Context: an optimization exercise on an open-source flow, tuned for small area, a short achievable clock period and few clock cycles per item. The choices shown serve that exercise and are no tape-out recipe. At most, simulation tests tie the RTL to the original design; equivalence was not proved. The RTL of runs 1 and 2 was laid out without a check of its function.

## flow/design.v (module list and top-level ports; edited modules follow where they fit)
// module sb_xor: 1 lines
// module sb_xnor: 1 lines
// module sb_and: 1 lines
// module sb_nand: 1 lines
// module sb_ao21: 1 lines
// module sb_ao22: 3 lines
// module sb_mux2: 1 lines
// module sb_ainv: 26 lines
// module sb_alin: 26 lines
// module sb_ainvx: 34 lines
// module sb_inv4: 30 lines
// module aes_sbox: 116 lines
// module aes_sbox_k: 125 lines
// module aes_dec_mix: 355 lines
// module aes_enc_mix: 174 lines
// module aes256_cbc: 226 lines
module aes256_cbc #(
  parameter [127:0] IV0 = 128'h0102030405060708090a0b0c0d0e0f10
) (
  input  wire         clk,
  input  wire         rst,         
  input  wire         in_valid,
  output wire         in_ready,
  input  wire [1:0]   in_op,
  input  wire         in_first,
  input  wire [127:0] in_data,
  input  wire [255:0] in_key,
  output wire         out_valid,
  input  wire         out_ready,
  output wire [127:0] out_data,
  output wire [1:0]   out_err
);
  // ...
==> flow/run.sh <==
#!/bin/bash
# synth_recipe.tcl (not shown) runs the flow's synth.tcl, then flattens the netlist and writes it again
# the make line also repeats each setting of config.mk as NAME=value (left out here)
make -C /OpenROAD-flow-scripts/flow DESIGN_CONFIG=/design/flow/config.mk WORK_HOME=/design/flow/orfs CLKGATE_MAP_FILE= SYNTH_SCRIPT=/design/flow/synth_recipe.tcl finish
==> flow/config.mk <==
export PLATFORM = sky130hd
export DESIGN_NAME = aes256_cbc
export DESIGN_NICKNAME = aes256_cbc
export VERILOG_FILES = /design/flow/design.v
export SDC_FILE = /design/flow/constraint.sdc
export NUM_CORES = 8
export LEC_CHECK = 0
export CAP_MARGIN = 30
export CORE_MARGIN = 2
export CORE_UTILIZATION = 45
export CTS_BUF_LIST = sky130_fd_sc_hd__clkbuf_8
export PLACE_DENSITY = 0.6
export SETUP_SLACK_MARGIN = 4.5
export SLEW_MARGIN = 35
export SYNTH_HIERARCHICAL = 1
export SYNTH_MINIMUM_KEEP_SIZE = 0
==> flow/constraint.sdc <==
create_clock -name core_clock -period 11.0 [get_ports {clk}]
set_input_delay 2.2000 -clock core_clock [delete_from_list [all_inputs] [get_ports {clk}]]
set_output_delay 2.2000 -clock core_clock [all_outputs]
set_load 0.01 [all_outputs]
==> impl_results.md, run 1 <==
- Seq. cell area: approximately 34,000 sq um
- Setup crit end kind: flop
- Die area: around 260,000 sq um
- Tapcells: between 3,000 and 4,000
- Top cell type by total area after synthesis: xor2_1
- Post-CTS Hold Fix Bufs: 0
- Synthesized area: 115,000 sq um
- GR Util met1: 51.4%
- Final setup TNS: 0 ns
- Tot GR Track Use: between 30% and 40%
- Buf+Inv Stages, Crit Path: 2
- Initial Utilization: between 40% and 50%
- Clkbuf count: around 260
- Setup bufs post-CTS: 41
- Xor/xnor cell area share of the yosys netlist: between 30% and 40%
- Top cells by count, synth: 4,210 x xor2_1, 780 x edfxtp_1, 746 x nand2_1
- Final core utilization: 51.7%
- Worst r2r dst: state[27]
- Die Y: 509 um
- Bufs w/o clock: 998
- Most numerous cell on the critical path: xor2_1
- Post-Place Worst Slack: a little over 3 ns
- Syn avg cell area: about 9.6 sq um
- Via count: ~93,000
- H-Tree Depth: 4
- Syn Nets: 12,397
- Worst setup endpoint: state[27]
- Register area share after synthesis: a little under 30%
- Synthesized instance count: approximately 12,000
- Crit-path max cell delay: about 0.57 ns
- HPWL Detailed: ~400,000 um
- RSZ-0062 raised after global routing: true
- Hold EP: kn[96]
- DR iter-0 viols: approximately 12,000
- Area growth syn-to-layout: 14.4%
- Routing usage on met2: 52.0%
- Wire per inst: ~33 um
- Outcome: no timing/DRC/antenna violations
- Worst EP arrival: roughly 7.4 ns
- Hold path start: w[96]
- Placed insts: between 15,000 and 20,000
- Top_reg_cell synth: edfxtp_1
==> inputs of run 2 (changes only) <==
--- a/flow/config.mk
+++ b/flow/config.mk
@@ -10,7 +10,7 @@
 export CORE_UTILIZATION = 45
 export CTS_BUF_LIST = sky130_fd_sc_hd__clkbuf_8
 export PLACE_DENSITY = 0.6
-export SETUP_SLACK_MARGIN = 4.5
+export SETUP_SLACK_MARGIN = 4.75
 export SLEW_MARGIN = 35
 export SYNTH_HIERARCHICAL = 1
 export SYNTH_MINIMUM_KEEP_SIZE = 0
==> impl_results.md, run 2 <==
- GRT Residual Overflow: 0 (unchanged)
- Max cap viols: 0 (unchanged)
- Buf+Inv Stages, Crit Path: 1 (was 2)
- Gpl congestion: 1.05 (was 1.06)
- Outcome: no timing/DRC/antenna violations (unchanged)
- Clock latency (worst-skew pair): 1.11 ns (about the same)
- DR iter-0 viols: 12,053 (was 11,828)
- Final Cycle Share: 56.6% (was 58.4%)
- FP Rows: 185 (unchanged)
- CTS buffer count: 241 (was 237)
- Warnings from Yosys: 7 (unchanged)
- Die Y: 509 um (unchanged)
- Final min period: 6.23 ns (was 6.42 ns)
- Synth top area share: 32.2% (unchanged)
- Most common cell after layout, fill and taps aside: xor2_1 (unchanged)
- ANT nets after route: 0 (unchanged)
- Syn avg cell area: 9.56 sq um (unchanged)
- Cell Count, Final, Fillers Out: 15,900 (was 15,769)
- DRC Markers: 0 (unchanged)
- Register area share after synthesis: 29.5% (unchanged)
- Syn Nets: 12,397 (unchanged)
- Port bufs: 522 (unchanged)
- Slowest-stage cell, CP: dfxtp_4 (was dfxtp_1)
- Cell family with most CP delay: simple AND/OR/NAND/NOR gates (was XOR/XNOR gates)
- Core Area: 254,000 sq um (unchanged)
- Register clock-pin slew on the reported worst setup and hold paths: 0.07 ns (about the same)
- Synthesized instance count: 12,001 (unchanged)
- Final setup viols: 0 (unchanged)
- Die area: 259,000 sq um (unchanged)
- HP Class: flop to flop (unchanged)
- Tightest hold margin: 0.427 ns (was 0.373 ns)
- Tot GR Track Use: 38.4% (was 38.2%)
- Skew final: 0.0919 ns (was 0.106 ns)
- Via density: 5.87 (was 5.88)
- Most frequent cells in the layout: 3,674 x xor2_1, 780 x edfxtp_1, 742 x nand2_1 (was 3,828 x xor2_1, 780 x edfxtp_1, 743 x nand2_1)
- Via count: 93,271 (was 92,722)
- Filler Cell Count: 22,970 (was 23,373)
- Post-synthesis async set-or-reset flop share: 0% (unchanged)
- H-Tree Depth: 4 (unchanged)
- First-pass GRT wire length: 699,000 um (was 696,000 um)
- Yosys reg bits: 1,298 (unchanged)
- Slew HR: 30.4% (was 22.7%)
- EDFF count, synth: 780 (unchanged)
- Vias in the first global route: 87,716 (was 87,748)
- RSZ-0062 raised after global routing: true (unchanged)
- Crit Path Class: flop to output pin (was flop to flop)
- Area growth syn-to-layout: 17.2% (was 14.4%)
- Crit-path max cell delay: 0.93 ns (was 0.57 ns)
- Wire per inst: 32.6 um (about the same)
- CTS Root Cell: clkbuf_8 (unchanged)
- Initial antenna violation count: 96 (was 82)
- Highest Clock Rate: 161 MHz (was 156 MHz)
- Largest net degree at the start of global routing: 193 (was 153)
- Setup crit start kind: flop (unchanged)
- Final slew viol count: 0 (unchanged)
- Placed insts: 15,078 (was 15,096)
- Top_reg_cell synth: edfxtp_1 (unchanged)
- Final setup TNS: 0 ns (unchanged)
- Synthesized area: 115,000 sq um (unchanged)
- Synth cell types: 60 (unchanged)
- Nets@finish: 12,623 (was 12,488)
- Worst EP arrival: 4.03 ns (was 7.41 ns)
- Die W: 509 um (unchanged)
- Post-CTS Hold Fix Bufs: 0 (unchanged)
- CTS tree: built (unchanged)
- Final Hold Viols: 0 (unchanged)
- Register-to-Register Setup Slack: 4.84 ns (was 4.58 ns)
- Most common cell in the netlist: xor2_1 (unchanged)
- Num Clock Sinks: 1,298 (unchanged)
- Post-Route WL: 519,000 um (was 514,000 um)
- Slew @ Worst Pin: 1.04 ns (was 1.16 ns)
- Top cell type by total area after synthesis: xor2_1 (unchanged)
- Boundary Pins: 523 (unchanged)
- First-pass DRT Iterations: 6 (unchanged)
- Top Registers: k0 x256, kn x256, w x256 (unchanged)
- HPWL Detailed: 389,000 um (was 390,000 um)
- Initial Utilization: 45.2% (unchanged)
- Critical-path cell list: nand2b_4 -> nor4_4 -> nor2_1 -> clkdlybuf4s50_1 (was xor2_1 -> xor2_1 -> nand2_1 -> xor2_1 -> xor2_1 -> xor2_4 -> nand2_1 -> o2111ai_1 -> nand2_1 -> nand2_1 -> xor2_1 -> xor2_2 -> xor2_2 -> xor2_1 -> buf_4 -> xor2_2 -> buf_4 -> xor2_2 -> xor2_2 -> xor2_1 -> xor2_1 -> a21o_1)
- Top cells by count, synth: 4,210 x xor2_1, 780 x edfxtp_1, 746 x nand2_1 (unchanged)
- Worst Path Required: 8.80 ns (was 11.99 ns)
- Setup crit end kind: output pin (was flop)
- Area contributors post-synth: xor2_1 32%, edfxtp_1 20%, dfxtp_1 9.0%, buf_4 4.7%, mux2i_1 4.2% (unchanged)
- CTS max path bufs: 3 (unchanged)
- Layout cells sized above 1: 16.2% (was 13.3%)
- Crit Path Max Fanout: 59 (was 13)
-- run 2: cell counts after synthesis --
No cell type changed its count.
-- run 2: path summary, 6_finish.rpt --
path,startpoint,end,depth (start not counted)
setup / recovery,parked,in_ready,4
setup reg to reg,state[117],state[76],23
hold / removal,err[0],oerr[0],0
hold reg to reg,err[0],oerr[0],0
-- run 2: timing repair --
action / in CTS / in global routing
setup buffers: 106 / 156
cloned: 2 / 0
resized for setup: 367 / 441
pin swaps: 45 / 96
hold endpoints to repair: 0 / 0
endpoints found under the setup margin: 370 / 380
-- run 2: final cells by class --
cell class              count  area, sq um  area share, %
multi-input cells        9474        79600           59.2
flip-flops and latches   1298        33900           25.2
repair buffers           1127        10600           7.88
well taps                3366         4210           3.13
clock buffers             265         3650           2.71
clock inverters           197         1950           1.45
inverters                  85          348          0.259
diodes                     88          220          0.164
-- run 2: routing by layer --
| metal | track usage [%] | vias up | share of wire, % |
|---|---|---|---|
| li1 | - | 40312 | - |
| met1 | 51.8 | 46227 | 41 |
| met2 | 53.0 | 5649 | 40 |
| met3 | 12.1 | 1061 | 12 |
| met4 | 23.6 | 22 | 6.9 |
| met5 | 0 | - | 0.031 |
-- run 2: Yosys stat by module, one instance, submodules excluded, excerpt --
module / cells inside / flops+latches / cell area (sq um) / copies in the design
aes256_cbc: 5141 / 1298 / 60400 / 1
aes_enc_mix: 32 / 0 / 240 / 4
sb_inv4: 36 / 0 / 230 / 20
sb_alin: 8 / 0 / 60.1 / 16
aes_sbox_k: 8 / 0 / 60.1 / 16
sb_mux2: 1 / 0 / 15.0 / 32
sb_xor: 1 / 0 / 8.76 / 4048
sb_xnor: 1 / 0 / 8.76 / 208
sb_and: 1 / 0 / 6.26 / 128
sb_nand: 1 / 0 / 3.75 / 540
-- run 2: stage by stage --
stage / util (%) / cell area (sq um) / setup slack (ns)
6_report: 53.0 / 134000 / 4.77
5_1_grt: 53.0 / 134000 / 4.64
4_1_cts: 51.0 / 129000 / 4.70
3_5_place_dp: 47.4 / 120000 / 3.22
3_3_place_gp: 47.3 / 120000 / 3.16
2_1_floorplan: - / 115000 / 3.97
-- run 2: logic make-up after synthesis --
group	synth area share, %
compound gates	9.49
xor+xnor	35.0
fa+ha+maj	0.0546
buf+inv	6.68
flops	29.5
mux	8.07
simple gates	11.2
==> module aes256_cbc, before the edit <==
module aes256_cbc #(
  parameter [127:0] IV0 = 128'h0102030405060708090a0b0c0d0e0f10
) (
  input  wire         clk,
  input  wire         rst,         
  input  wire         in_valid,
  output wire         in_ready,
  input  wire [1:0]   in_op,
  input  wire         in_first,
  input  wire [127:0] in_data,
  input  wire [255:0] in_key,
  output wire         out_valid,
  input  wire         out_ready,
  output wire [127:0] out_data,
  output wire [1:0]   out_err
);
  localparam [1:0] OP_KEXP = 2'd0, OP_ENC = 2'd1, OP_DEC = 2'd2, OP_ILL = 2'd3;
  localparam [1:0] E_NONE = 2'd0, E_ILLEGAL = 2'd1, E_NOKEY = 2'd2;
  reg         busy;           
  reg [1:0]   err;            
  reg [3:0]   rnd;            
  reg         aesv;           
  reg         ovalid;
  reg [127:0] obuf;           
  reg [1:0]   oerr;
  reg [127:0] state;
  reg [127:0] chain;          
  reg [127:0] mask;           
  reg [255:0] k0;             
  reg [255:0] kn;             
  reg         kn_pending;     
  reg [255:0] w;              
  reg  enc, dec, kexp;        
  wire is_enc  = enc;
  wire is_dec  = dec;
  wire is_kexp = kexp;
  reg         parked;         
  wire at_end  = busy && !parked &&
                 (is_enc ? (rnd == 4'd14) : is_dec ? (rnd == 4'd0) : 1'b1);
  wire done    = at_end || (busy && parked);
  wire fin     = done && (!ovalid || out_ready);
  wire park    = at_end && !fin;
  reg         pres_q;         
  reg         pres_dec;       
  assign in_ready  = !ovalid && (!busy || done) && (!kn_pending || (pres_q && !pres_dec));
  assign out_valid = ovalid;
  assign out_data  = obuf;
  assign out_err   = oerr;
  wire accept = in_valid && in_ready;
  wire [127:0] sb;
  wire [127:0] ka;
  genvar g;
  generate
    for (g = 0; g < 16; g = g + 1) begin : g_sbox
      localparam integer I = 15 - g;                        
      localparam integer J = I % 4 + 4 * ((I / 4 + I % 4) % 4);
      aes_sbox_k u_sb (.a(state[8*g +: 8]), .k(ka[127 - 8*J -: 8] & {8{dec}}), .y(sb[8*g +: 8]));
    end
  endgenerate
  reg [127:0] sr, isr;
  integer r, c;
  always @(*) begin
    for (r = 0; r < 4; r = r + 1)
      for (c = 0; c < 4; c = c + 1) begin
        sr[127 - 8*(r + 4*c) -: 8]  = sb[127 - 8*(r + 4*((c + r) % 4)) -: 8];
        isr[127 - 8*(r + 4*c) -: 8] = sb[127 - 8*(r + 4*((c + 4 - r) % 4)) -: 8];
      end
  end
  wire [127:0] wa   = w[255:128];
  wire [127:0] rkey = w[127:0];       
  wire [127:0] q_enc;
  generate
    for (g = 0; g < 4; g = g + 1) begin : g_emix
      aes_enc_mix u_em (.x(sr[32*g +: 32]), .k(rkey[32*g +: 32]), .y(q_enc[32*g +: 32]));
    end
  endgenerate
  generate
    for (g = 0; g < 16; g = g + 1) begin : g_ka
      sb_alin u_ka (.x(rkey[8*g +: 8]), .y(ka[8*g +: 8]));
    end
  endgenerate
  wire [127:0] xs    = isr;                       
  wire [127:0] q_dec;
  wire [127:0] qe_l, qd_l;                        
  generate
    for (g = 0; g < 4; g = g + 1) begin : g_dmix
      aes_dec_mix u_dm (.x(xs[32*g +: 32]), .m(mask[32*g +: 32]), .y(q_dec[32*g +: 32]),
                        .p(qd_l[32*g +: 32]));
    end
  endgenerate
  generate
    for (g = 0; g < 128; g = g + 1) begin : g_laste
      sb_xor u_qe (.a(sr[g]), .b(rkey[g]), .y(qe_l[g]));
    end
  endgenerate
  wire [31:0] ks_sub;
  generate
    for (g = 0; g < 4; g = g + 1) begin : g_ksbox
      aes_sbox u_ksb (.a(rkey[8*g +: 8]), .y(ks_sub[8*g +: 8]));
    end
  endgenerate
  reg [7:0] rcon;
  always @(*) begin
    case (rnd)
      4'd1:    rcon = 8'h01;
      4'd3:    rcon = 8'h02;
      4'd5:    rcon = 8'h04;
      4'd7:    rcon = 8'h08;
      4'd9:    rcon = 8'h10;
      4'd11:   rcon = 8'h20;
      4'd13:   rcon = 8'h40;
      default: rcon = 8'h00;
    endcase
  end
  wire [31:0]  kt;
  wire [127:0] f;
  wire [31:0]  p0 = wa[127:96] ^ {rcon, 24'h0};
  wire [31:0]  p1 = wa[95:64] ^ p0;
  wire [31:0]  p2 = wa[63:32] ^ p1;
  wire [31:0]  p3 = wa[31:0]  ^ p2;
  wire [127:0] kp = {p0, p1, p2, p3};
  wire [127:0] kc = {32'h0, wa[95:64] ^ wa[127:96], wa[63:32] ^ wa[95:64], wa[31:0] ^ wa[63:32]};
  wire [31:0]  ks_rot = {ks_sub[23:0], ks_sub[31:24]};
  generate
    for (g = 0; g < 32; g = g + 1) begin : g_kt
      sb_mux2 u_kt (.s(rnd[0]), .a(ks_sub[g]), .b(ks_rot[g]), .y(kt[g]));
    end
    for (g = 0; g < 128; g = g + 1) begin : g_kf
      sb_xor u_kf (.a(kp[g]), .b(kt[g % 32]), .y(f[g]));
    end
  endgenerate
  wire         chain_now = fin && is_enc && !parked;    
  wire         new_enc = (in_op == OP_ENC) && aesv;
  wire         new_dec = (in_op == OP_DEC) && aesv;
  wire [255:0] kstart = (new_dec && !(busy && is_kexp)) ? kn : k0;
  wire [127:0] kin    = in_data ^ kstart[255:128];
  wire [127:0] init_d;                                   
  generate
    for (g = 0; g < 16; g = g + 1) begin : g_initd
      sb_ainv u_id (.x(kin[8*g +: 8]), .y(init_d[8*g +: 8]));
    end
  endgenerate
  wire         use_sr = chain_now && !in_first;
  wire [127:0] qe     = kin ^ (in_first ? IV0 : chain_now ? rkey : chain);
  wire         s_d    = dec && !accept;
  wire         s_e    = !dec && !accept;
  wire         s_id   = accept && new_dec;
  wire         s_ie   = accept && !new_dec;
  wire [127:0] sr_use, init_e, st_a, st_b, st_next;
  generate
    for (g = 0; g < 128; g = g + 1) begin : g_next
      sb_and  u_su (.a(sr[g]), .b(use_sr), .y(sr_use[g]));
      sb_xor  u_ie (.a(sr_use[g]), .b(qe[g]), .y(init_e[g]));
      sb_ao22 u_sa (.a(s_id), .b(init_d[g]), .c(s_ie), .d(init_e[g]), .y(st_a[g]));
      sb_ao21 u_sb (.a(s_e), .b(q_enc[g]), .c(st_a[g]), .y(st_b[g]));
      sb_ao21 u_sc (.a(s_d), .b(q_dec[g]), .c(st_b[g]), .y(st_next[g]));
    end
  endgenerate
  wire         load_w = (accept && (new_enc || new_dec)) || (busy && is_kexp && rnd == 4'd0);
  wire [127:0] w_lo_e = load_w ? kstart[127:0] : (kc & {128{dec}});
  wire         sel_f0 = !load_w;
  wire         sel_f  = !load_w && !dec;
  wire [127:0] w_lo;
  generate
    for (g = 0; g < 128; g = g + 1) begin : g_wlo
      sb_ao21 u_w (.a(g >= 96 ? sel_f0 : sel_f), .b(f[g]), .c(w_lo_e[g]), .y(w_lo[g]));
    end
  endgenerate
  wire         acc_dec = accept && new_dec;
  wire [127:0] q_l    = is_dec ? qd_l : qe_l;
  wire [127:0] m_next = acc_dec ? (in_first ? IV0 : chain_now ? qe_l : chain) : q_l;
  wire [127:0] o_next = !(is_enc || is_dec) ? 128'h0 : parked ? mask : q_l;
  always @(posedge clk) begin
    state <= st_next;
    w <= {load_w ? kstart[255:128] : rkey, w_lo};
    if (accept && in_op == OP_KEXP) k0 <= in_key;
    if (kn_pending && !is_dec && rnd == 4'd13) kn <= {f, rkey};
    if (acc_dec || park)            mask <= m_next;
  end
  always @(posedge clk) begin
    if (rst) begin
      busy   <= 1'b0;
      parked <= 1'b0;
      kn_pending <= 1'b0;
      pres_q <= 1'b0;
      aesv   <= 1'b0;
      ovalid <= 1'b0;
      chain  <= IV0;
    end else begin
      if (fin) begin
        ovalid <= 1'b1;
        obuf   <= o_next;
        oerr   <= err;
      end else if (out_ready) begin
        ovalid <= 1'b0;
      end
      if (at_end && is_enc) chain <= qe_l;
      if (park) parked <= 1'b1;
      if (fin) begin
        busy   <= 1'b0;
        parked <= 1'b0;
      end
      pres_q   <= in_valid && !accept;
      pres_dec <= in_op == OP_DEC;
      rnd <= is_dec ? rnd - 4'd1 : rnd + 4'd1;
      if (kn_pending && !is_dec && rnd == 4'd13) kn_pending <= 1'b0;
      if (accept) begin
        busy <= 1'b1;
        enc  <= new_enc;
        dec  <= new_dec;
        kexp <= (in_op == OP_KEXP);
        err  <= (in_op == OP_ILL) ? E_ILLEGAL : (in_op != OP_KEXP && !aesv) ? E_NOKEY : E_NONE;
        if (in_op == OP_KEXP) begin
          aesv       <= 1'b1;
          kn_pending <= 1'b1;
          rnd        <= 4'd0;
        end
        if (new_enc) rnd <= 4'd1;
        if (new_dec) rnd <= 4'd13;
        if (new_dec) begin
          chain <= in_data;
        end
      end
    end
  end
endmodule
==> inputs of run 3 (changes only) <==
--- a/flow/design.v
+++ b/flow/design.v
@@ -935,9 +935,7 @@
   wire done    = at_end || (busy && parked);
   wire fin     = done && (!ovalid || out_ready);
   wire park    = at_end && !fin;
-  reg         pres_q;         
-  reg         pres_dec;       
-  assign in_ready  = !ovalid && (!busy || done) && (!kn_pending || (pres_q && !pres_dec));
+  assign in_ready  = !ovalid && (!busy || done) && !(in_op == OP_DEC && kn_pending);
   assign out_valid = ovalid;
   assign out_data  = obuf;
   assign out_err   = oerr;
@@ -1077,7 +1075,6 @@
       busy   <= 1'b0;
       parked <= 1'b0;
       kn_pending <= 1'b0;
-      pres_q <= 1'b0;
       aesv   <= 1'b0;
       ovalid <= 1'b0;
       chain  <= IV0;
@@ -1095,8 +1092,6 @@
         busy   <= 1'b0;
         parked <= 1'b0;
       end
-      pres_q   <= in_valid && !accept;
-      pres_dec <= in_op == OP_DEC;
       rnd <= is_dec ? rnd - 4'd1 : rnd + 4'd1;
       if (kn_pending && !is_dec && rnd == 4'd13) kn_pending <= 1'b0;
       if (accept) begin
==> impl_results.md, run 3 <==
- Outcome: no timing/DRC/antenna violations (unchanged)
- CTS buffer count: 227 (was 241)
- Most frequent cells in the layout: 3,701 x xor2_1, 861 x nand2_1, 779 x edfxtp_1 (was 3,674 x xor2_1, 780 x edfxtp_1, 742 x nand2_1)
- Final setup TNS: 0 ns (unchanged)
- Die area: 244,000 sq um (was 259,000 sq um)
- Synthesized area: 108,000 sq um (was 115,000 sq um)
- Die W: 494 um (was 509 um)
- HPWL Detailed: 353,000 um (was 389,000 um)
- Crit Path Class: input port to output pin (was flop to output pin)
- Final Hold Viols: 0 (unchanged)
- Highest Clock Rate: 161 MHz (about the same)
- Area growth syn-to-layout: 17.0% (was 17.2%)
- Yosys reg bits: 1,296 (was 1,298)
- Vias in the first global route: 81,956 (was 87,716)
- Layout cells sized above 1: 14.6% (was 16.2%)
- Setup crit start kind: input port (was flop)
- Area contributors post-synth: xor2_1 34%, edfxtp_1 22%, dfxtp_1 9.6%, buf_4 5.0%, xnor2_1 3.9% (was xor2_1 32%, edfxtp_1 20%, dfxtp_1 9.0%, buf_4 4.7%, mux2i_1 4.2%)
- Initial antenna violation count: 28 (was 96)
- Final Cycle Share: 56.4% (was 56.6%)
- Final setup viols: 0 (unchanged)
- Most common cell after layout, fill and taps aside: xor2_1 (unchanged)
- Slew @ Worst Pin: 1.14 ns (was 1.04 ns)
- Start of the worst register-to-register path: state[116] (was state[117])
- Register-to-Register Setup Slack: 4.86 ns (was 4.84 ns)
- Post-Route WL: 465,000 um (was 519,000 um)
- Filler Cell Count: 21,621 (was 22,970)
- Post-DP Area: 114,000 sq um (was 120,000 sq um)
- HP Class: flop to flop (unchanged)
- Worst EP arrival: 4.00 ns (was 4.03 ns)
- Syn avg cell area: 9.54 sq um (was 9.56 sq um)
- Top Registers: k0 x256, kn x256, w x256 (unchanged)
- Final min period: 6.20 ns (was 6.23 ns)
- Synth cell types: 59 (was 60)
- CTS tree: built (unchanged)
- GRT Residual Overflow: 0 (unchanged)
- Top cell type by total area after synthesis: xor2_1 (unchanged)
- Top_reg_cell synth: edfxtp_1 (unchanged)
- Critical path launch point: in_op[1] (was parked)
- Register area share after synthesis: 31.2% (was 29.5%)
- Die Y: 494 um (was 509 um)
- RSZ-0062 raised after global routing: true (unchanged)
- Most common cell in the netlist: xor2_1 (unchanged)
- DR iter-0 viols: 11,231 (was 12,053)
- Tot GR Track Use: 36.6% (was 38.4%)
- ANT nets after route: 0 (unchanged)
- Syn Nets: 11,731 (was 12,397)
- First-pass DRT Iterations: 9 (was 6)
- Skew final: 0.0758 ns (was 0.0919 ns)
- Final instance area: 127,000 sq um (was 134,000 sq um)
- Worst Path Required: 8.80 ns (about the same)
- Post-Place Worst Slack: 3.17 ns (was 3.22 ns)
- Nets@finish: 11,974 (was 12,623)
- Boundary Pins: 523 (unchanged)
- Largest net degree at the start of global routing: 171 (was 193)
- Initial Utilization: 45.3% (was 45.2%)
- Slew HR: 24.2% (was 30.4%)
- Core Area: 239,000 sq um (was 254,000 sq um)
- Worst r2r dst: state[68] (was state[76])
- CTS max path bufs: 3 (unchanged)
- Final slew viol count: 0 (unchanged)
- Via count: 85,971 (was 93,271)
- H-Tree Depth: 4 (unchanged)
- Final WS setup: 4.80 ns (was 4.77 ns)
- FP Rows: 179 (was 185)
- Max cap viols: 0 (unchanged)
- Clock latency (worst-skew pair): 1.12 ns (was 1.11 ns)
- Register clock-pin slew on the reported worst setup and hold paths: 0.06 ns (was 0.07 ns)
- EDFF count, synth: 779 (was 780)
- CTS Root Cell: clkbuf_8 (unchanged)
- Wire per inst: 31.1 um (was 32.6 um)
- First-pass GRT wire length: 634,000 um (was 699,000 um)
- Worst setup endpoint: in_ready (unchanged)
- Crit Path Max Fanout: 9 (was 59)
- Synthesized instance count: 11,335 (was 12,001)
- Gpl congestion: 1.07 (was 1.05)
- DRC Markers: 0 (unchanged)
- Warnings from Yosys: 7 (unchanged)
- Via density: 5.74 (was 5.87)
- Synth top area share: 34.1% (was 32.2%)
- Port bufs: 522 (unchanged)
- Post-synthesis async set-or-reset flop share: 0% (unchanged)
- Num Clock Sinks: 1,296 (was 1,298)
- Top cells by count, synth: 4,205 x xor2_1, 865 x nand2_1, 779 x edfxtp_1 (was 4,210 x xor2_1, 780 x edfxtp_1, 746 x nand2_1)
- Setup crit end kind: output pin (unchanged)
- Worst R2R Path Depth: 25 (was 23)
## run 3: changes by cell type after synthesis, sizes merged, moves of 161 or more
cell    previous run  this run
nor2             338       571
nand4b           256         0
o22ai            214        53
a21oi            382       580
nor2b            375        25
nand3            247        49
mux2             383        32
## run 3: cell type report
class	count	area (sq um)	area share (%)
clock buffer	262	3610	2.85
sequential	1296	33800	26.7
inverter	84	335	0.265
multi-input combinational	8881	73300	57.9
timing repair buffer	1088	10100	7.95
clock inverter	170	1440	1.14
antenna	20	50.0	0.0395
tap	3167	3960	3.13
## run 3: Yosys stat by module (local to each module, per instance), a selection
module,times used,cells inside,flip-flops and latches,cell area (sq um)
sb_xor,4048,1,0,8.76
sb_mux2,32,1,0,15.0
sb_inv4,20,36,0,230
aes_dec_mix,4,64,0,480
aes_sbox_k,16,8,0,60.1
sb_ao22,128,1,0,8.76
sb_and,128,1,0,6.26
sb_nand,540,1,0,3.75
aes256_cbc,1,4475,1296,53900
sb_xnor,208,1,0,8.76
## run 3: what timing repair did
| action | 4_1_cts | 5_1_grt |
|---|---|---|
| pin swaps | 44 | 96 |
| resized for setup | 332 | 450 |
| hold buffers | 0 | 0 |
| setup buffers | 101 | 130 |
| endpoints found under the setup margin | 391 | 354 |
## run 3: per-stage QoR
| stage | util, % | hold slack (ns) | instances |
|---|---|---|---|
| after floorplan | - | 0.400 | 11335 |
| after global placement | 47.4 | 0.405 | 14279 |
| after detailed placement | 47.6 | 0.414 | 14284 |
| after CTS | 51.2 | 0.387 | 14817 |
| after global routing | 53.0 | 0.418 | 14959 |
| final | 53.1 | 0.407 | 14968 |
## run 3: worst min path at each step
stage / endpoint / from / cells past startpoint
CTS: kn[108] / w[108] / 0
global placement: oerr[1] / err[1] / 0
global route: kn[108] / w[108] / 0
detailed placement: kn[62] / w[62] / 0
floorplan: oerr[0] / err[0] / 0
finish: kn[108] / w[108] / 0
## run 3: cells by family after synthesis
family          after synthesis  synth area share (%)
compound gates             1818                  11.3
xor+xnor                   4710                  38.3
fa+ha+maj                     5                0.0578
buf+inv                    1158                  6.98
flops                      1296                  31.2
mux                         409                  4.14
simple gates               1939                  8.05
## run 3: worst max-delay path, cell delays in order
cell,delay (ns)
clkdlybuf4s50_1,0.58
nor2b_4,0.23
a21oi_4,0.20
and2_4,0.23
clkdlybuf4s50_1,0.56
## run 3: layer usage
metal / up-vias / wire (um) / GRT usage [%]
met5: - / 92 / 0
li1: 37482 / - / -
met3: 987 / 50600 / 9.09
met4: 14 / 31100 / 20.1
met2: 5051 / 190000 / 51.9
met1: 42437 / 193000 / 50.8
Testbench counts of run 3, summed over its fixed seeds: cycles 11,896, items 842.
==> inputs of run 4 (changes only) <==
--- a/flow/config.mk
+++ b/flow/config.mk
@@ -10,7 +10,7 @@
 export CORE_UTILIZATION = 45
 export CTS_BUF_LIST = sky130_fd_sc_hd__clkbuf_8
 export PLACE_DENSITY = 0.6
-export SETUP_SLACK_MARGIN = 4.75
+export SETUP_SLACK_MARGIN = 4.5
 export SLEW_MARGIN = 35
 export SYNTH_HIERARCHICAL = 1
 export SYNTH_MINIMUM_KEEP_SIZE = 0
==> impl_results.md, run 4 <==
- Post-synthesis async set-or-reset flop share: 0% (unchanged)
- Synth top area share: 34.1% (unchanged)
- Filler Cell Count: 21,825 (was 21,621)
- Final setup TNS: 0 ns (unchanged)
- Critical-path cell list: clkdlybuf4s50_1 -> nor2b_4 -> a21oi_2 -> and2_1 -> clkdlybuf4s50_1 (was clkdlybuf4s50_1 -> nor2b_4 -> a21oi_4 -> and2_4 -> clkdlybuf4s50_1)
- Largest family of logic cells by synthesized area: XOR/XNOR gates (unchanged)
- Die Y: 494 um (unchanged)
- HP Class: flop to flop (unchanged)
- Vias in the first global route: 81,977 (was 81,956)
- Layout cells sized above 1: 12.1% (was 14.6%)
- Top cell type by total area after synthesis: xor2_1 (unchanged)
- EDFF count, synth: 779 (unchanged)
- Buf+Inv Stages, Crit Path: 2 (unchanged)
- DRC Markers: 0 (unchanged)
- Crit-path max cell delay: 0.61 ns (was 0.58 ns)
- Seq. cell area: 33,800 sq um (about the same)
- Initial Utilization: 45.3% (unchanged)
- Slew @ Worst Pin: 1.16 ns (was 1.14 ns)
- Final min period: 6.48 ns (was 6.20 ns)
- Die W: 494 um (unchanged)
- H-Tree Depth: 4 (unchanged)
- HPWL Detailed: 358,000 um (was 353,000 um)
- First-pass DRT Iterations: 7 (was 9)
- CTS Root Cell: clkbuf_8 (unchanged)
- CTS tree: built (unchanged)
- Final Cycle Share: 58.9% (was 56.4%)
- Syn avg cell area: 9.54 sq um (unchanged)
- Cell family with most CP delay: buffers and inverters (unchanged)
- Outcome: no timing/DRC/antenna violations (unchanged)
- RSZ-0062 raised after global routing: true (unchanged)
- Via density: 5.74 (about the same)
- Wire per inst: 31.5 um (was 31.1 um)
- FP Rows: 179 (unchanged)
- Post-Route WL: 468,000 um (was 465,000 um)
- Max cap viols: 0 (unchanged)
- Warnings from Yosys: 7 (unchanged)
- Top cells by count, synth: 4,205 x xor2_1, 865 x nand2_1, 779 x edfxtp_1 (unchanged)
- GRT Residual Overflow: 0 (unchanged)
- Final slew viol count: 0 (unchanged)
- Area growth syn-to-layout: 14.5% (was 17.0%)
- Crit Path Class: input port to output pin (unchanged)
- Worst Path Required: 8.80 ns (about the same)
- Synthesized area: 108,000 sq um (unchanged)
- Via count: 85,177 (was 85,971)
- Simple-gate share of the synthesized area: 8.05% (unchanged)
- Synthesized instance count: 11,335 (unchanged)
- Crit Path Max Fanout: 9 (unchanged)
- First-pass GRT wire length: 637,000 um (was 634,000 um)
- Clock latency (worst-skew pair): 1.10 ns (was 1.12 ns)
- Setup crit end kind: output pin (unchanged)
- Die area: 244,000 sq um (unchanged)
- CTS buffer count: 230 (was 227)
- Top_reg_cell synth: edfxtp_1 (unchanged)
- Syn Nets: 11,731 (unchanged)
- Register clock-pin slew on the reported worst setup and hold paths: 0.07 ns (was 0.06 ns)
- Register area share after synthesis: 31.2% (unchanged)
- Worst EP arrival: 4.28 ns (was 4.00 ns)
- Xor/xnor cell area share of the yosys netlist: 38.3% (unchanged)
- Boundary Pins: 523 (unchanged)
- Nets@finish: 11,851 (was 11,974)
- Tot GR Track Use: 37.0% (was 36.6%)
- Post-Place Worst Slack: 3.16 ns (was 3.17 ns)
- CTS max path bufs: 3 (unchanged)
- Largest net degree at the start of global routing: 226 (was 171)
- Most numerous cell on the critical path: clkdlybuf4s50_1 (unchanged)
- Final core utilization: 51.9% (was 53.1%)
- Slowest-stage cell, CP: clkdlybuf4s50_1 (unchanged)
- Multi-input combinational cell area: 71,600 sq um (was 73,300 sq um)
- Final WS setup: 4.52 ns (was 4.80 ns)
- Adder and majority cell fraction of the synthesized area: 0.0578% (unchanged)
- Top Registers: k0 x256, kn x256, w x256 (unchanged)
- Highest Clock Rate: 154 MHz (was 161 MHz)
- Compound-Gate Fraction of Synth Area: 11.3% (unchanged)
- Final setup viols: 0 (unchanged)
- DR iter-0 viols: 10,797 (was 11,231)
- Most common cell after layout, fill and taps aside: xor2_1 (unchanged)
- Core Area: 239,000 sq um (unchanged)
- Num Clock Sinks: 1,296 (unchanged)
- Setup crit start kind: input port (unchanged)
- ANT nets after route: 0 (unchanged)
- Most common cell in the netlist: xor2_1 (unchanged)
- Initial antenna violation count: 25 (was 28)
- Synth cell types: 59 (unchanged)
- Gpl congestion: 1.05 (was 1.07)
- Yosys reg bits: 1,296 (unchanged)
- Final Hold Viols: 0 (unchanged)
- Post-CTS Hold Fix Bufs: 0 (unchanged)
- Area contributors post-synth: xor2_1 34%, edfxtp_1 22%, dfxtp_1 9.6%, buf_4 5.0%, xnor2_1 3.9% (unchanged)
- Mux share of post-synthesis cell area: 4.14% (unchanged)
- Port bufs: 522 (unchanged)
- Slew HR: 21.2% (was 24.2%)
- Most frequent cells in the layout: 3,836 x xor2_1, 862 x nand2_1, 779 x edfxtp_1 (was 3,701 x xor2_1, 861 x nand2_1, 779 x edfxtp_1)
- Skew final: 0.112 ns (was 0.0758 ns)
==> run 4: cell families after synthesis <==
logic type                 Yosys count
buffers and inverters             1158
AOI/OAI and AO/OA                 1818
and+or+nand+nor                   1939
muxes                              409
adders and majority gates            5
DFF                               1296
xor gates and xnor gates          4710
==> run 4: Yosys stat by module (local to each module, per instance), excerpt <==
module | flip-flops and latches | cell area, sq um | cells inside | copies in the design
aes_enc_mix | 0 | 240 | 32 | 4
sb_inv4 | 0 | 230 | 36 | 20
sb_xor | 0 | 8.76 | 1 | 4048
aes_dec_mix | 0 | 480 | 64 | 4
sb_ao22 | 0 | 8.76 | 1 | 128
sb_nand | 0 | 3.75 | 1 | 540
==> run 4: worst reg2reg max path: cells and delay by family, from the launching register on <==
| family | cells | cell delay [ns] |
|---|---|---|
| xor gates and xnor gates | 15 | 4.17 |
| and+or+nand+nor | 4 | 0.63 |
| AOI/OAI and AO/OA | 2 | 0.53 |
| DFF | 1 | 0.49 |
| buffers and inverters | 2 | 0.42 |
==> run 4: layout make-up <==
type	instances	share of cell area [%]
tap	3167	3.20
clock inverter	178	1.28
clock buffer	263	2.92
inverter	84	0.273
antenna	12	0.0242
sequential	1296	27.3
timing repair buffer	962	7.22
multi-input combinational	8881	57.8
==> run 4: stage by stage <==
| stage | hold WS (ns) | instance area [sq um] | instances |
|---|---|---|---|
| 2_1_floorplan | 0.400 | 108000 | 11335 |
| 3_3_place_gp | 0.409 | 113000 | 14283 |
| 3_5_place_dp | 0.417 | 114000 | 14287 |
| 4_1_cts | 0.426 | 121000 | 14770 |
| 5_1_grt | 0.424 | 124000 | 14832 |
| 6_report | 0.427 | 124000 | 14843 |
==> run 4: routing by layer <==
| metal | GRT usage [%] | vias to the layer above | routed length (um) |
|---|---|---|---|
| met1 | 50.5 | 42103 | 196000 |
| met5 | 0 | - | 48 |
| met2 | 52.5 | 4765 | 191000 |
| met4 | 22.0 | 8 | 33000 |
| li1 | - | 37340 | - |
| met3 | 9.14 | 961 | 48100 |
==> run 4: final timing paths <==
kind	from	endpoint	slack [ns]	cells after the start
worst max-delay path	in_op[1]	in_ready	4.52	5
worst min-delay path	w[60]	kn[60]	0.43	0
worst max register to register	state[52]	state[29]	4.65	23
worst min register to register	w[60]	kn[60]	0.43	0
==> run 4: repair_timing <==
item	4_1_cts	5_1_grt
endpoints found under the hold margin	0	0
buffers inserted	42	57
endpoints found under the setup margin	244	244
resized for setup	230	283
pin swaps	16	52
==> inputs of run 5 (changes only) <==
==> flow/flow/run.sh (new file) <==
#!/bin/bash
# The standard layout (the standard.sh, ORFS synthesis to final), with one change: the port
# buffers that global placement inserts are the smallest buffer cell instead of ORFS's default
# pick (a 4-stage delay buffer). Every port still gets its buffer.
set -euo pipefail
bash standard.sh 'BUFFER_PORTS_ARGS=-buffer_cell sky130_fd_sc_hd__buf_1' finish > standard_flow.log 2>&1
==> flow/standard.sh (new file) <==
#!/bin/bash
# synth_recipe.tcl (not shown) runs the flow's synth.tcl, then flattens the netlist and writes it again
# the make line also repeats each setting of config.mk as NAME=value (left out here)
make -C /OpenROAD-flow-scripts/flow DESIGN_CONFIG=/design/flow/config.mk WORK_HOME=/design/flow/orfs CLKGATE_MAP_FILE= SYNTH_SCRIPT=/design/flow/synth_recipe.tcl "${@:-finish}"
--- a/flow/config.mk
+++ b/flow/config.mk
@@ -10,7 +10,7 @@
 export CORE_UTILIZATION = 45
 export CTS_BUF_LIST = sky130_fd_sc_hd__clkbuf_8
 export PLACE_DENSITY = 0.6
-export SETUP_SLACK_MARGIN = 4.5
+export SETUP_SLACK_MARGIN = 4.75
 export SLEW_MARGIN = 35
 export SYNTH_HIERARCHICAL = 1
 export SYNTH_MINIMUM_KEEP_SIZE = 0
removed: flow/run.sh
==> impl_results.md, run 5 <==
- Layout cells sized above 1: 14.1% (was 12.1%)
- HP Class: flop to flop (unchanged)
- Post-CTS Hold Fix Bufs: 0 (unchanged)
- Post-DP Area: 110,000 sq um (was 114,000 sq um)
- First-pass DRT Iterations: 8 (was 7)
- Synth top area share: 34.1% (unchanged)
- Syn Nets: 11,731 (unchanged)
- Wire per inst: 31.0 um (was 31.5 um)
- Initial Utilization: 45.3% (unchanged)
- EDFF count, synth: 779 (unchanged)
- Most frequent cells in the layout: 3,706 x xor2_1, 862 x nand2_1, 779 x edfxtp_1 (was 3,836 x xor2_1, 862 x nand2_1, 779 x edfxtp_1)
- Largest net degree at the start of global routing: 168 (was 226)
- Synthesized instance count: 11,335 (unchanged)
- ANT nets after route: 0 (unchanged)
- Final min period: 6.22 ns (was 6.48 ns)
- Top cells by count, synth: 4,205 x xor2_1, 865 x nand2_1, 779 x edfxtp_1 (unchanged)
- Crit Path Class: flop to flop (was input port to output pin)
- Boundary Pins: 523 (unchanged)
- Setup crit end kind: flop (was output pin)
- Final instance area: 123,000 sq um (was 124,000 sq um)
- RSZ-0062 raised after global routing: true (unchanged)
- Die W: 494 um (unchanged)
- Syn avg cell area: 9.54 sq um (unchanged)
- CTS Root Cell: clkbuf_8 (unchanged)
- Yosys reg bits: 1,296 (unchanged)
- FP Rows: 179 (unchanged)
- Final setup viols: 0 (unchanged)
- CTS buffer count: 232 (was 230)
- Crit Path Max Fanout: 12 (was 9)
- Slew @ Worst Pin: 1.05 ns (was 1.16 ns)
- Final setup TNS: 0 ns (unchanged)
- Die area: 244,000 sq um (unchanged)
- Placed insts: 14,270 (was 14,287)
- Warnings from Yosys: 7 (unchanged)
- Die Y: 494 um (unchanged)
- H-Tree Depth: 4 (unchanged)
- Max cap viols: 0 (unchanged)
- Post-Route WL: 464,000 um (was 468,000 um)
- CTS tree: built (unchanged)
- Area growth syn-to-layout: 13.8% (was 14.5%)
- Top Registers: k0 x256, kn x256, w x256 (unchanged)
- Most common cell in the netlist: xor2_1 (unchanged)
- Top_reg_cell synth: edfxtp_1 (unchanged)
- Top cell type by total area after synthesis: xor2_1 (unchanged)
- Filler Cell Count: 22,025 (was 21,825)
- Tot GR Track Use: 36.4% (was 37.0%)
- Setup crit start kind: flop (was input port)
- GRT Residual Overflow: 0 (unchanged)
- Area contributors post-synth: xor2_1 34%, edfxtp_1 22%, dfxtp_1 9.6%, buf_4 5.0%, xnor2_1 3.9% (unchanged)
- Vias in the first global route: 81,629 (was 81,977)
- First-pass GRT wire length: 629,000 um (was 637,000 um)
- Gpl congestion: 1.06 (was 1.05)
- Via count: 85,837 (was 85,177)
- HPWL Detailed: 352,000 um (was 358,000 um)
- Port bufs: 522 (unchanged)
- Post-Place Worst Slack: 3.34 ns (was 3.16 ns)
- Via density: 5.75 (was 5.74)
- Nets@finish: 11,937 (was 11,851)
- Final slew viol count: 0 (unchanged)
- Clock latency (worst-skew pair): 1.11 ns (was 1.10 ns)
- Initial antenna violation count: 46 (was 25)
- CTS max path bufs: 3 (unchanged)
- Final Cycle Share: 56.5% (was 58.9%)
- Core Area: 239,000 sq um (unchanged)
- Most common cell after layout, fill and taps aside: xor2_1 (unchanged)
- Slew HR: 30.2% (was 21.2%)
- Outcome: no timing/DRC/antenna violations (unchanged)
- Cell Count, Final, Fillers Out: 14,940 (was 14,843)
- Register area share after synthesis: 31.2% (unchanged)
- Synth cell types: 59 (unchanged)
- DRC Markers: 0 (unchanged)
- DR iter-0 viols: 10,887 (was 10,797)
- Worst Path Required: 11.90 ns (was 8.80 ns)
- Synthesized area: 108,000 sq um (unchanged)
- Final Hold Viols: 0 (unchanged)
- Num Clock Sinks: 1,296 (unchanged)
- Final WS setup: 4.78 ns (was 4.52 ns)
- Register clock-pin slew on the reported worst setup and hold paths: 0.07 ns (about the same)
- Post-synthesis async set-or-reset flop share: 0% (unchanged)
- Worst EP arrival: 7.12 ns (was 4.28 ns)
- Skew final: 0.124 ns (was 0.112 ns)
- Highest Clock Rate: 161 MHz (was 154 MHz)
run 5: cell count changes in the layout (fill, tap and decap cells not counted), moves of 34 or more:
cell             delta
buf_1             +521
clkdlybuf4s50_1   -521
xor2_1            -130
xor2_4             +67
xor2_2             +63
dfxtp_1            -36
buf_4              +34
run 5: kinds of logic after synthesis:
group	Yosys count	share of synthesized area (%)
muxes	409	4.14
buffers and inverters	1158	6.98
DFF	1296	31.2
and+or+nand+nor	1939	8.05
AOI/OAI and AO/OA	1818	11.3
adders and majority gates	5	0.0578
xor gates and xnor gates	4710	38.3
run 5: final cells by class:
cell class / count / area (sq um) / area share (%)
sequential: 1296 / 33800 / 27.5
antenna: 24 / 60.1 / 0.0488
clock buffer: 263 / 3620 / 2.94
timing repair buffer: 1046 / 6600 / 5.36
tap: 3167 / 3960 / 3.22
inverter: 84 / 333 / 0.270
multi-input combinational: 8881 / 73300 / 59.6
clock inverter: 179 / 1390 / 1.13
run 5: per-module statistics from Yosys, one instance, submodules excluded, excerpt:
module,times used,cell area [sq um],flops+latches,cells inside
sb_alin,16,60.1,0,8
aes256_cbc,1,53900,1296,4475
sb_mux2,32,15.0,0,1
sb_xor,4048,8.76,0,1
sb_inv4,20,230,0,36
aes_sbox,4,60.1,0,8
sb_and,128,6.26,0,1
aes_sbox_k,16,60.1,0,8
aes_enc_mix,4,240,0,32
sb_nand,540,3.75,0,1
sb_xnor,208,8.76,0,1
sb_ao21,384,7.51,0,1
aes_dec_mix,4,480,0,64
run 5: metal layers:
layer  global-route usage, %  share of wire [%]
met1                    49.8                 41
met2                    52.4                 42
met3                    9.10                 11
met4                    19.9                6.2
met5                  0.0783              0.038
run 5: critical path, cell delays in order (launching register included):
cell and delay, ns:
dfxtp_1 0.46, xor2_4 0.30, xor2_4 0.26, xor2_1 0.31
nand2_1 0.20, xor2_4 0.29, xor2_1 0.25, xor2_2 0.08
buf_4 0.16, buf_4 0.13, buf_4 0.13, and3_1 0.18
a21oi_1 0.23, nand2_1 0.19, xor2_1 0.29, xor2_1 0.20
xor2_1 0.25, xnor2_1 0.15, buf_4 0.37, xor2_4 0.31
xor2_1 0.29, xor2_1 0.23, xor2_1 0.27, xor2_1 0.23
a21o_1 0.29
run 5: metrics by stage:
| step | utilization (%) | hold slack, ns |
|---|---|---|
| after detailed placement | 46.2 | 0.414 |
| final | 51.6 | 0.429 |
| after global placement | 46.0 | 0.403 |
| after CTS | 49.7 | 0.419 |
| after floorplan | - | 0.400 |
| after global routing | 51.6 | 0.419 |
run 5: worst paths after layout:
path	startpoint	end	slack, ns	depth (start not counted)
worst max-delay path	state[17]	state[100]	4.78	24
worst max register to register	state[17]	state[100]	4.78	24
worst min-delay path	err[0]	oerr[0]	0.43	0
worst min register to register	err[0]	oerr[0]	0.43	0
run 5: what timing repair did:
action	in CTS	in global routing
buffers inserted	85	117
pin swaps	47	92
gates resized for setup	333	451
endpoints found under the setup margin	347	327
cloned	0	0
==> inputs of run 6 (changes only) <==
--- a/flow/config.mk
+++ b/flow/config.mk
@@ -10,7 +10,7 @@
 export CORE_UTILIZATION = 45
 export CTS_BUF_LIST = sky130_fd_sc_hd__clkbuf_8
 export PLACE_DENSITY = 0.6
-export SETUP_SLACK_MARGIN = 4.75
+export SETUP_SLACK_MARGIN = 4.5
 export SLEW_MARGIN = 35
 export SYNTH_HIERARCHICAL = 1
 export SYNTH_MINIMUM_KEEP_SIZE = 0
==> impl_results.md, run 6 <==
- Outcome: no timing/DRC/antenna violations (unchanged)
- Syn avg cell area: 9.54 sq um (unchanged)
- Crit Path Max Fanout: 11 (was 12)
- Multi-input combinational cell area: 72,000 sq um (was 73,300 sq um)
- Hold EP: kn[76] (was oerr[0])
- Register clock-pin slew on the reported worst setup and hold paths: 0.06 ns (was 0.07 ns)
- RSZ-0062 raised after global routing: true (unchanged)
- Final Hold Viols: 0 (unchanged)
- Synthesized area: 108,000 sq um (unchanged)
- Max cap viols: 0 (unchanged)
- Via count: 84,994 (was 85,837)
- DR iter-0 viols: 10,744 (was 10,887)
- Highest Clock Rate: 158 MHz (was 161 MHz)
- Skew final: 0.119 ns (was 0.124 ns)
- Synth top area share: 34.1% (unchanged)
- Final setup TNS: 0 ns (unchanged)
- Slew @ Worst Pin: 1.16 ns (was 1.05 ns)
- Clock latency (worst-skew pair): 1.10 ns (was 1.11 ns)
- Area growth syn-to-layout: 11.9% (was 13.8%)
- Port bufs: 522 (unchanged)
- Via density: 5.72 (was 5.75)
- Worst r2r dst: state[99] (was state[100])
- Synth cell types: 59 (unchanged)
- Most common cell in the netlist: xor2_1 (unchanged)
- Initial Utilization: 45.3% (unchanged)
- Crit Path Class: flop to flop (unchanged)
- Top cell type by total area after synthesis: xor2_1 (unchanged)
- CTS tree: built (unchanged)
- Hold path start: w[76] (was err[0])
- CTS Root Cell: clkbuf_8 (unchanged)
- Synthesized instance count: 11,335 (unchanged)
- Syn Nets: 11,731 (unchanged)
- Layout cells sized above 1: 12.3% (was 14.1%)
- Post-Route WL: 463,000 um (was 464,000 um)
- FP Rows: 179 (unchanged)
- Boundary Pins: 523 (unchanged)
- Setup crit end kind: flop (unchanged)
- Most frequent cells in the layout: 3,815 x xor2_1, 862 x nand2_1, 779 x edfxtp_1 (was 3,706 x xor2_1, 862 x nand2_1, 779 x edfxtp_1)
- Worst EP arrival: 7.27 ns (was 7.12 ns)
- Final Cycle Share: 57.4% (was 56.5%)
- H-Tree Depth: 4 (unchanged)
- Gpl congestion: 1.02 (was 1.06)
- Top cells by count, synth: 4,205 x xor2_1, 865 x nand2_1, 779 x edfxtp_1 (unchanged)
- Final slew viol count: 0 (unchanged)
- Post-synthesis async set-or-reset flop share: 0% (unchanged)
- DRC Markers: 0 (unchanged)
- HP Class: flop to flop (unchanged)
- Num Clock Sinks: 1,296 (unchanged)
- Largest net degree at the start of global routing: 204 (was 168)
- Seq. cell area: 33,800 sq um (about the same)
- Core Area: 239,000 sq um (unchanged)
- Final setup viols: 0 (unchanged)
- Setup crit start kind: flop (unchanged)
- Area contributors post-synth: xor2_1 34%, edfxtp_1 22%, dfxtp_1 9.6%, buf_4 5.0%, xnor2_1 3.9% (unchanged)
- ANT nets after route: 0 (unchanged)
- Wire per inst: 31.2 um (was 31.0 um)
- Top Registers: k0 x256, kn x256, w x256 (unchanged)
- Die W: 494 um (unchanged)
- Initial antenna violation count: 50 (was 46)
- GRT Residual Overflow: 0 (unchanged)
- EDFF count, synth: 779 (unchanged)
- First-pass DRT Iterations: 6 (was 8)
- Final min period: 6.32 ns (was 6.22 ns)
- Worst Path Required: 11.95 ns (was 11.90 ns)
- CTS buffer count: 230 (was 232)
- Top_reg_cell synth: edfxtp_1 (unchanged)
- Die Y: 494 um (unchanged)
- Post-CTS Hold Fix Bufs: 0 (unchanged)
- CTS max path bufs: 3 (unchanged)
- Start of the worst register-to-register path: state[126] (was state[17])
- HPWL Detailed: 353,000 um (was 352,000 um)
- Slew HR: 22.5% (was 30.2%)
- Die area: 244,000 sq um (unchanged)
- Tot GR Track Use: 36.6% (was 36.4%)
- WHS Path Cells: 0 (unchanged)
- Worst R2R Path Depth: 23 (was 24)
- First-pass GRT wire length: 632,000 um (was 629,000 um)
- Register-to-Register Setup Slack: 4.68 ns (was 4.78 ns)
- Nets@finish: 11,853 (was 11,937)
- Most common cell after layout, fill and taps aside: xor2_1 (unchanged)
- Yosys reg bits: 1,296 (unchanged)
- Register area share after synthesis: 31.2% (unchanged)
- Warnings from Yosys: 7 (unchanged)
- Vias in the first global route: 81,932 (was 81,629)
- Filler Cell Count: 22,124 (was 22,025)
==> run 6: worst max path at each step <==
stage               start          to  slack, ns  cells after the start
2_1_floorplan    in_op[1]       k0[0]       4.00                      6
3_3_place_gp   state[116]   state[84]       2.95                     22
3_5_place_dp    state[68]  state[106]       3.14                     22
4_1_cts         state[47]  state[108]       4.50                     23
5_1_grt         state[92]   state[76]       4.39                     24
6_report       state[126]   state[99]       4.68                     23
==> run 6: Yosys stat by module (local to each module, per instance), excerpt <==
module,times used,area [sq um],cells inside,flops+latches
aes_sbox,4,60.1,8,0
sb_nand,540,3.75,1,0
sb_ao21,384,7.51,1,0
sb_inv4,20,230,36,0
aes256_cbc,1,53900,4475,1296
sb_xnor,208,8.76,1,0
==> run 6: area by class of cell <==
class,instances,area share (%)
multi-input cells,8882,59.5
flip-flops and latches,1296,27.9
repair buffers,963,4.81
well taps,3167,3.27
clock buffers,262,2.98
clock inverters,177,1.22
inverters,84,0.275
diodes,23,0.0476
==> run 6: timing repair <==
action,4_1_cts,5_1_grt
resized for setup,238,307
buffers inserted,40,73
endpoints found under the setup margin,244,205
pin swaps,11,65
cloned,0,1
==> run 6: routing by layer <==
layer / global-route usage [%] / vias up / part of all wire (%)
met1: 49.4 / 41849 / 41
met3: 10.8 / 1003 / 11
met4: 21.2 / 26 / 6.8
met5: 0 / - / 0.045
li1: - / 37380 / -
met2: 51.5 / 4736 / 41
==> run 6: through the flow <==
step           setup WS [ns]  hold slack [ns]  utilization, %  instances  area [sq um]
2_1_floorplan           4.00            0.400               -      11335        108000
3_3_place_gp            2.95            0.402            46.0      14268        110000
3_5_place_dp            3.14            0.408            46.2      14271        110000
4_1_cts                 4.50            0.407            49.3      14750        118000
5_1_grt                 4.39            0.433            50.7      14845        121000
6_report                4.68            0.408            50.7      14854        121000
==> run 6: kinds of logic after synthesis <==
family	Yosys count	synth area share, %
xor+xnor	4710	38.3
mux	409	4.14
flops	1296	31.2
simple gates	1939	8.05
fa+ha+maj	5	0.0578
compound gates	1818	11.3
buf+inv	1158	6.98
==> run 6: worst max-delay path, cell delays in order, from the launching register on <==
cell	delay (ns)
dfxtp_1	0.52
xor2_1	0.36
xor2_1	0.29
nand2_1	0.25
xor2_4	0.32
xor2_1	0.25
xor2_2	0.15
buf_4	0.18
nand2_1	0.12
o2111ai_1	0.26
nand2_1	0.12
nand2_1	0.16
xor2_2	0.24
xor2_2	0.24
xor2_2	0.29
xor2_1	0.27
buf_6	0.28
xor2_1	0.25
buf_4	0.27
xor2_4	0.31
xor2_1	0.21
xor2_1	0.23
xor2_1	0.30
a21o_1	0.30
==> inputs of run 7 (changes only) <==
--- a/flow/design.v
+++ b/flow/design.v
@@ -940,6 +940,9 @@
   assign out_data  = obuf;
   assign out_err   = oerr;
   wire accept = in_valid && in_ready;
+  wire last_e = is_enc && rnd == 4'd14;
+  wire [127:0] wa   = w[255:128];
+  wire [127:0] rkey = w[127:0];       
   wire [127:0] sb;
   wire [127:0] ka;
   genvar g;
@@ -947,7 +950,10 @@
     for (g = 0; g < 16; g = g + 1) begin : g_sbox
       localparam integer I = 15 - g;                        
       localparam integer J = I % 4 + 4 * ((I / 4 + I % 4) % 4);
-      aes_sbox_k u_sb (.a(state[8*g +: 8]), .k(ka[127 - 8*J -: 8] & {8{dec}}), .y(sb[8*g +: 8]));
+      localparam integer JE = I % 4 + 4 * ((I / 4 + 4 - I % 4) % 4);   
+      aes_sbox_k u_sb (.a(state[8*g +: 8]),
+                       .k((ka[127 - 8*J -: 8] & {8{dec}}) | (rkey[127 - 8*JE -: 8] & {8{last_e}})),
+                       .y(sb[8*g +: 8]));
     end
   endgenerate
   reg [127:0] sr, isr;
@@ -959,8 +965,6 @@
         isr[127 - 8*(r + 4*c) -: 8] = sb[127 - 8*(r + 4*((c + 4 - r) % 4)) -: 8];
       end
   end
-  wire [127:0] wa   = w[255:128];
-  wire [127:0] rkey = w[127:0];       
   wire [127:0] q_enc;
   generate
     for (g = 0; g < 4; g = g + 1) begin : g_emix
@@ -981,11 +985,7 @@
                         .p(qd_l[32*g +: 32]));
     end
   endgenerate
-  generate
-    for (g = 0; g < 128; g = g + 1) begin : g_laste
-      sb_xor u_qe (.a(sr[g]), .b(rkey[g]), .y(qe_l[g]));
-    end
-  endgenerate
+  assign qe_l = sr;
   wire [31:0] ks_sub;
   generate
     for (g = 0; g < 4; g = g + 1) begin : g_ksbox
@@ -1034,7 +1034,7 @@
     end
   endgenerate
   wire         use_sr = chain_now && !in_first;
-  wire [127:0] qe     = kin ^ (in_first ? IV0 : chain_now ? rkey : chain);
+  wire [127:0] qe     = kin ^ (in_first ? IV0 : chain_now ? 128'h0 : chain);
   wire         s_d    = dec && !accept;
   wire         s_e    = !dec && !accept;
   wire         s_id   = accept && new_dec;
==> impl_results.md, run 7 <==
- Wire per inst: 30.5 um (was 31.2 um)
- Layout cells sized above 1: 11.8% (was 12.3%)
- Hold path start: w[63] (was w[76])
- Buf+Inv Stages, Crit Path: 3 (unchanged)
- Top routing layer in use: met5 (unchanged)
- Setup crit end kind: flop (unchanged)
- EDFF count, synth: 779 (unchanged)
- Register-to-Register Setup Slack: 4.57 ns (was 4.68 ns)
- Final setup viols: 0 (unchanged)
- Die area: 240,000 sq um (was 244,000 sq um)
- Post-synthesis async set-or-reset flop share: 0% (unchanged)
- Clock latency (worst-skew pair): 1.10 ns (about the same)
- DRC Markers: 0 (unchanged)
- DR iter-0 viols: 9,559 (was 10,744)
- Hold EP: kn[63] (was kn[76])
- Synthesized instance count: 11,188 (was 11,335)
- M1 WL: 185,000 um (was 191,000 um)
- Final min period: 6.43 ns (was 6.32 ns)
- Vias in the first global route: 80,448 (was 81,932)
- Crit Path Class: flop to flop (unchanged)
- Crit-path max cell delay: 0.57 ns (was 0.52 ns)
- Start of the worst register-to-register path: state[124] (was state[126])
- HPWL Detailed: 340,000 um (was 353,000 um)
- Synth cell types: 53 (was 59)
- Outcome: no timing/DRC/antenna violations (unchanged)
- Warnings from Yosys: 7 (unchanged)
- Top Registers: k0 x256, kn x256, w x256 (unchanged)
- CTS buffer count: 234 (was 230)
- Register area share after synthesis: 31.7% (was 31.2%)
- Port bufs: 522 (unchanged)
- First-pass GRT wire length: 617,000 um (was 632,000 um)
- Via count: 83,463 (was 84,994)
- Highest Clock Rate: 156 MHz (was 158 MHz)
- Nets@finish: 11,717 (was 11,853)
- First-pass DRT Iterations: 6 (unchanged)
- Top cell type by total area after synthesis: xor2_1 (unchanged)
- Worst r2r dst: state[96] (was state[99])
- Gpl congestion: 1.02 (about the same)
- Syn avg cell area: 9.52 sq um (was 9.54 sq um)
- Crit Path Max Fanout: 11 (unchanged)
- Worst R2R Path Depth: 24 (was 23)
- Filler Cell Count: 22,062 (was 22,124)
- Slew HR: 29.3% (was 22.5%)
- Critical-path cell list: xor2_4 -> xor2_2 -> xor2_1 -> nand2_1 -> xor2_2 -> xor2_1 -> xor2_2 -> buf_4 -> or2_4 -> o2111ai_1 -> nand2_1 -> nand2_1 -> xor2_1 -> xor2_2 -> xor2_2 -> xor2_1 -> buf_4 -> xor2_1 -> buf_4 -> xor2_1 -> xor2_1 -> xor2_1 -> xor2_1 -> a21o_1 (was xor2_1 -> xor2_1 -> nand2_1 -> xor2_4 -> xor2_1 -> xor2_2 -> buf_4 -> nand2_1 -> o2111ai_1 -> nand2_1 -> nand2_1 -> xor2_2 -> xor2_2 -> xor2_2 -> xor2_1 -> buf_6 -> xor2_1 -> buf_4 -> xor2_4 -> xor2_1 -> xor2_1 -> xor2_1 -> a21o_1)
- Final slew viol count: 0 (unchanged)
[run 7: cell count changes in the layout (fill, tap and decap cells not counted), moves of 16 or more]
cell and change:
a21oi_1 -40, a221oi_1 -95, a22o_1 +128, a22oi_1 -62, and2_1 -130, clkinv_1 +27
mux2i_1 +128, mux2i_4 -16, nand2_1 +80, o21ai_1 -17, o221ai_1 -33, o22ai_1 +62
xor2_1 -101, xor2_4 -24
[run 7: kinds of logic after synthesis]
family	Yosys count	share of synthesized area, %
buffers and inverters	1145	6.84
flip-flops	1296	31.7
adder cells (fa/ha/maj)	5	0.0588
AO/OA/AOI/OAI	1748	11.0
multiplexers	512	4.96
XOR/XNOR	4582	37.7
AND/OR/NAND/NOR	1900	7.75
[run 7: worst reg2reg max path, stage by stage (launching register included)]
cell	delay [ns]
dfxtp_1	0.57
xor2_4	0.30
xor2_2	0.31
xor2_1	0.29
nand2_1	0.15
xor2_2	0.33
xor2_1	0.26
xor2_2	0.09
buf_4	0.17
or2_4	0.26
o2111ai_1	0.11
nand2_1	0.13
nand2_1	0.13
xor2_1	0.33
xor2_2	0.28
xor2_2	0.37
xor2_1	0.19
buf_4	0.29
xor2_1	0.18
buf_4	0.23
xor2_1	0.29
xor2_1	0.31
xor2_1	0.22
xor2_1	0.38
a21o_1	0.20
[run 7: cell type report]
cell class	count	share of cell area (%)
Clock buffer	249	2.88
Inverter	83	0.271
Multi-Input combinational cell	8747	58.9
Antenna cell	11	0.0231
Sequential cell	1296	28.4
Clock inverter	201	1.42
Timing Repair Buffer	959	4.80
Tap cell	3150	3.31
[run 7: worst max-delay path by stage]
stage | slack [ns] | from | depth (start not counted) | end
after floorplan | 2.15 | rnd[0] | 3 | kn[0]
after global placement | 2.93 | state[116] | 22 | state[76]
after detailed placement | 3.08 | state[116] | 22 | state[72]
after CTS | 4.47 | state[4] | 24 | state[36]
after global routing | 4.38 | state[124] | 24 | state[96]
final | 4.57 | state[124] | 24 | state[96]
[run 7: routing by layer]
| metal | track usage, % | vias up |
|---|---|---|
| met5 | 0 | - |
| met2 | 52.4 | 4350 |
| met1 | 48.0 | 41267 |
| met3 | 8.20 | 969 |
| met4 | 21.4 | 20 |
| li1 | - | 36857 |
[run 7: through the flow]
step / instances / worst slack, ns / hold slack, ns / util [%]
final: 14696 / 4.57 / 0.401 / 50.6
after global routing: 14686 / 4.38 / 0.431 / 50.6
after CTS: 14598 / 4.47 / 0.397 / 49.3
after detailed placement: 14119 / 3.08 / 0.417 / 46.3
after global placement: 14117 / 2.93 / 0.417 / 46.2
after floorplan: 11188 / 2.15 / 0.400 / -
[run 7: modules after synthesis (local to each module, per instance), excerpt]
module	cells inside	copies in the design	cell area, sq um	flops+latches
sb_and	1	128	6.26	0
sb_nand	1	540	3.75	0
sb_inv4	36	20	230	0
sb_xor	1	3920	8.76	0
sb_alin	8	16	60.1	0
aes_enc_mix	32	4	240	0
sb_ao22	1	128	8.76	0
aes_sbox_k	8	16	60.1	0
aes256_cbc	4456	1	53300	1296
sb_mux2	1	32	15.0	0
aes_sbox	8	4	60.1	0
sb_xnor	1	208	8.76	0
sb_ao21	1	384	7.51	0
[run 7: timing repair]
item,in CTS,in global routing
resized for setup,214,281
pin swaps,15,52
setup buffers,29,83
endpoints found under the setup margin,250,212
Testbench counts of run 7, summed over its fixed seeds: cycles 11,896, items 842.

## what the ideal ports hide
Ports are ideal in the flow. The routed layouts listed here were re-timed in OpenROAD. Step 1: set_driving_cell puts a clkbuf_16 on clk and a buf_2 on each other input, an assumption about the parent block. Step 2 also shifts input and output timing later by t, the mid clock arrival at the registers, as if the neighbouring blocks saw the same clock. Three values: ideal ports, drivers, drivers and shift; two values: the first two.
run | t, ns | slack for setup (ns) | slew at the worst register clock pin (ns)
run 1 | 1.154 | 4.580 / 4.580 / 3.863 | 0.08 / 0.08
run 2 | 1.156 | 4.771 / 4.678 / 3.713 | 0.07 / 0.07
run 3 | 1.179 | 4.795 / 4.661 / 3.726 | 0.08 / 0.08
run 4 | 1.146 | 4.525 / 4.418 / 3.477 | 0.09 / 0.09
run 5 | 1.153 | 4.783 / 4.783 / 4.098 | 0.07 / 0.07
run 6 | 1.140 | 4.683 / 4.683 / 4.096 | 0.07 / 0.07
run 7 | 1.135 | 4.571 / 4.571 / 4.366 | 0.08 / 0.08
After both steps every run listed still meets setup and hold. For run 3, which loses most, drivers alone change the setup slack by -0.134 ns; drivers and shift together by -1.069 ns.
